What follows belongs to an exercise in optimizing a design on an open flow for small area, a short achievable clock period and few clock cycles; a production flow would make more cautious choices.
Only simulation tests tie the RTL to the original design; equivalence was not proved.
The flow treats the clock pin as an ideal source. Dropping or thinning the clock tree relies on that and would not hold on a real chip.
Power is estimated from default activity; no workload was simulated.

== run A ==
## btcp_rx_check
module btcp_rx_check (
    input  wire        clk,
    input  wire        rst,
    input  wire        in_valid,
    output wire        in_ready,
    input  wire [31:0] in_data,
    input  wire        in_last,
    input  wire [2:0]  in_nbytes,    
    output wire        res_valid,
    input  wire        res_ready,
    output wire [1:0]  res_status,   
    output wire [15:0] res_seq,
    output wire [15:0] res_ack,
    output wire [7:0]  res_flags,
    output wire [7:0]  res_win,
    output wire [15:0] res_dlen,
    output wire [15:0] res_csum,     
    output wire [15:0] res_calc,     
    output wire        res_csum_ok,
    output wire [2:0]  res_type,
    output wire [9:0]  res_plen
);
Size in the first run: ~520 cells after synthesis, ~140 flip-flops.
clock: 6.0 ns
lec_check: 0
cap_margin: 20
core_margin: 2
core_utilization: 40
place_density: 0.5
setup_slack_margin: 3.85
slew_margin: 20
standard.sh (not shown) runs the stock make flow with config.mk's settings and CLKGATE_MAP_FILE= SYNTH_SCRIPT=/design/flow/synth_recipe.tcl, a recipe that flattens the netlist after the stock synthesis.
==> flow/flow/run.sh <==
#!/bin/bash
# The standard layout (standard.sh) with two changes: port buffers use
# a small buffer cell, and the CTS step is replaced by flow/cts.tcl, which
# builds a two-level clock tree (see flow/clock_tree.tcl) and then repairs
# timing as ORFS's CTS step does. Logs: standard_place.log, cts.log (and
# orfs/logs/.../4_1_cts.log), standard_finish.log, plus ORFS's own logs.
set -euo pipefail
ARGS=(BUFFER_PORTS_ARGS="-buffer_cell sky130_fd_sc_hd__buf_1")
bash standard.sh "${ARGS[@]}" place > standard_place.log 2>&1
FLOW_FLOW_DIR="$PWD/flow" bash standard.sh "${ARGS[@]}" run \
  RUN_SCRIPT="$PWD/flow/cts.tcl" RUN_LOG_NAME_STEM=4_1_cts > cts.log 2>&1
bash standard.sh "${ARGS[@]}" finish > standard_finish.log 2>&1
==> flow/flow/cts.tcl <==
# Replaces ORFS's CTS step (scripts/cts.tcl): the same steps, except that
# the clock tree is built by my_cts_build (clock_tree.tcl), two
# levels of buffers, instead of TritonCTS's H-tree.
utl::set_metrics_stage "cts__{}"
source $::env(SCRIPTS_DIR)/load.tcl
erase_non_stage_variables cts
load_design 3_place.odb 3_place.sdc

source $::env(FLOW_FLOW_DIR)/clock_tree.tcl
my_cts_build 4 2 sky130_fd_sc_hd__clkbuf_4 sky130_fd_sc_hd__clkbuf_16
global_connect
set_propagated_clock [all_clocks]

set_placement_padding -global \
  -left $::env(CELL_PAD_IN_SITES_DETAIL_PLACEMENT) \
  -right $::env(CELL_PAD_IN_SITES_DETAIL_PLACEMENT)
detailed_placement
estimate_parasitics -placement
report_clock_latency

repair_timing_helper
detailed_placement
check_placement -verbose

report_metrics 4 "cts final"
orfs_write_db $::env(RESULTS_DIR)/4_1_cts.odb
orfs_write_sdc $::env(RESULTS_DIR)/4_cts.sdc
Other scripts of this flow, unchanged in this note and not shown: flow/flow/clock_tree.tcl
Testbench counts of run A, summed over its fixed seeds: cycles 28,837.
#### Input delta (run B over run A)
- swapping 3.85 for 3.9 in SETUP_SLACK_MARGIN
diff --git a/flow/flow/cts.tcl b/flow/flow/cts.tcl
--- a/flow/flow/cts.tcl
+++ b/flow/flow/cts.tcl
@@ -8,5 +8,5 @@
 
 source $::env(FLOW_FLOW_DIR)/clock_tree.tcl
-my_cts_build 4 2 sky130_fd_sc_hd__clkbuf_4 sky130_fd_sc_hd__clkbuf_16
+my_cts_build 4 2 sky130_fd_sc_hd__clkbuf_8 sky130_fd_sc_hd__clkbuf_16
 global_connect
 set_propagated_clock [all_clocks]
Comparing final critical delay including setup and external delays for run B and run A, the bigger number came from run A. Power consumed by combinational cells: run B vs run A up 11%. Sequential share of layout area down 1.8 points in run B wrt run A. On count of vias placed by the detailed router: run B sits above run A. Between run B and run A, the relative contribution of the clock network to total power does not differ in any meaningful way. Compared with run A, in run B post-route cell area went up about 4%, clock network power higher.
--- input diff run B..run C ---
- a change of PLACE_DENSITY from 0.5 to 0.55
- a change of SETUP_SLACK_MARGIN from 3.9 to 3.85
Findings:
Run C vs. run B: overall power held steady, static leakage shrank by about 5%, sequential power share grew by 0.9 points, detailed-routed wire length on met2 shrank by 0.39%. When the final numbers for run B and run C were put side by side, the delay of the slowest cell on the worst path turned out to be greater in run C. Diff run C..run B | number of iterations in the first detailed-routing pass | unchanged. Diff run C..run B | number of instances in the synthesized netlist | negligible.
## Diff of input files: run D against run C
- changing SETUP_SLACK_MARGIN from 3.85 to 3.8
- changing PLACE_DENSITY from 0.55 to 0.5
Findings:
Run C → run D: fraction of power spent switching nets decreased 0.23 points; average wire per standard cell higher. Compared to run C, the routing of run D uses less wire. On run D: number of non-filler instances in the completed layout is 27 lower than what run C gave. Run D: share of power burned in combinational logic 2.4 points below run C.
In every run of this note, the design's own scripts or RTL, not TritonCTS, make the clock network.

Another version of the RTL of btcp_rx_check (not shown whole).
For scale: ~550 cells after synthesis, ~160 flip-flops, roughly 0.0070 mm² of cells after synthesis.
## btcp_rx_check
module btcp_rx_check (
    input  wire        clk,
    input  wire        rst,
    input  wire        in_valid,
    output wire        in_ready,
    input  wire [31:0] in_data,
    input  wire        in_last,
    input  wire [2:0]  in_nbytes,    
    output wire        res_valid,
    input  wire        res_ready,
    output wire [1:0]  res_status,   
    output wire [15:0] res_seq,
    output wire [15:0] res_ack,
    output wire [7:0]  res_flags,
    output wire [7:0]  res_win,
    output wire [15:0] res_dlen,
    output wire [15:0] res_csum,     
    output wire [15:0] res_calc,     
    output wire        res_csum_ok,
    output wire [2:0]  res_type,
    output wire [9:0]  res_plen
);
    function [15:0] crc_x32;
        input [15:0] v;
        reg   [15:0] c;
        integer k;
        begin
            c = 16'h0000;
            for (k = 15; k >= 0; k = k - 1)
                c = (c[15] ^ v[k]) ? ({c[14:0], 1'b0} ^ 16'h1021)
  ...
==> flow/config.mk <==
export PLATFORM = sky130hd
export DESIGN_NAME = btcp_rx_check
export DESIGN_NICKNAME = btcp_rx_check
export VERILOG_FILES = /design/flow/design.v
export SDC_FILE = /design/flow/constraint.sdc
export NUM_CORES = 4
export LEC_CHECK = 0
export CAP_MARGIN = 20
export CORE_MARGIN = 2
export CORE_UTILIZATION = 40
export SETUP_SLACK_MARGIN = 4.2
export SLEW_MARGIN = 20
==> flow/constraint.sdc <==
create_clock -name core_clock -period 6.0 [get_ports {clk}]
set_input_delay 1.2000 -clock core_clock [delete_from_list [all_inputs] [get_ports {clk}]]
set_output_delay 1.2000 -clock core_clock [all_outputs]
set_load 0.01 [all_outputs]
Scripts as last shown in full above: flow/flow/run.sh
Other scripts of this flow, unchanged in this note and not shown: flow/flow/clock_tree.tcl, flow/flow/cts.tcl
The first run completed with no timing, DRC or antenna violations.
Testbench counts at the start, summed over its fixed seeds: cycles 28,837.
Rerun with:
Settings changed: SETUP_SLACK_MARGIN 4.2 to 3.7.
=>
- total power falls by about a fifth
- final cell count falls by roughly a tenth
- flip-flop and latch count stays the same
- wire length falls by roughly a tenth
- hold slack is better by 14 ps
Rerun with:
Settings changed: SETUP_SLACK_MARGIN 3.7 to 4.0.
Outcome: Clock power climbs slightly. Die area does not change. Setup slack gets better by 99 ps. Cell area climbs by about a fifth. Maximum frequency climbs by a few percent. Via count climbs by roughly a tenth. Register-to-register slack gets better by 60 ps. Global-route usage climbs by 1.7 points. Core utilization climbs by 7.2 points. Wire length climbs by roughly a tenth. Power climbs by about a fifth.
Rerun with:
Settings changed: SETUP_SLACK_MARGIN 4.0 to 3.8.
After rerunning: The new run completed with no timing, DRC or antenna violations; maximum frequency fell by 1.4%; die area is unchanged; register-to-register slack is better by 20 ps; design area came out lower by 12%; core utilization decreases by 6.4 points; sequential share of layout area rises by 5.6 points; combinational power shrinks by about 30%; critical path depth stays the same; via count fell by 7.0%.
Rerun with:
Settings changed: SETUP_SLACK_MARGIN 3.8 to 3.6.
The new run went through all stages and came out clean.
Clock power hardly moves.
Final area went down by 2.4%.
Sequential power stays flat.
Area after synthesis does not change.
Power came out lower by 4.3%.
No run of this note takes its clock network from TritonCTS; it comes from the design's own scripts or RTL.

-- static timing again, ports no longer ideal --
The flow's constraints put no driver on any port. The routed layouts listed below were extracted and timed again, unchanged, in two steps. Step 1 sets driving cells, clkbuf_16 on the clock port and buf_2 on the other inputs (assumed; they add their load-dependent delay and slew). Step 2 moves the port delays by t, midway between the first and last clock arrival at a register: inputs arrive t later, outputs are due t later. That takes back most of the time a late clock gives input paths. a / b / c = no drivers / after step 1 / after step 2; a / b = the first two.
| run | shift t [ns] | setup WS [ns] | worst setup path after step 2 |
|---|---|---|---|
| run A | 0.379 | 3.833 / 3.768 / 3.596 | input to register |
| run B | 0.347 | 3.893 / 3.824 / 3.636 | input to register |
| run C | 0.351 | 3.844 / 3.771 / 3.604 | input to register |
| run D | 0.343 | 3.804 / 3.765 / 3.502 | input to register |
| the first run of note 2 | 0.364 | 3.860 / 3.773 / 3.948 | register to register |
| the second run of note 2 | 0.356 | 3.747 / 3.663 / 3.798 | register to register |
| the third run of note 2 | 0.366 | 3.846 / 3.758 / 3.861 | register to register |
| the fourth run of note 2 | 0.359 | 3.816 / 3.730 / 3.875 | register to register |
| the fifth run of note 2 | 0.356 | 3.637 / 3.553 / 3.723 | register to register |
After both steps setup and hold are still met in every run listed. For run D, which loses most, drivers alone change the setup slack by -0.039 ns; drivers and shift together by -0.302 ns.
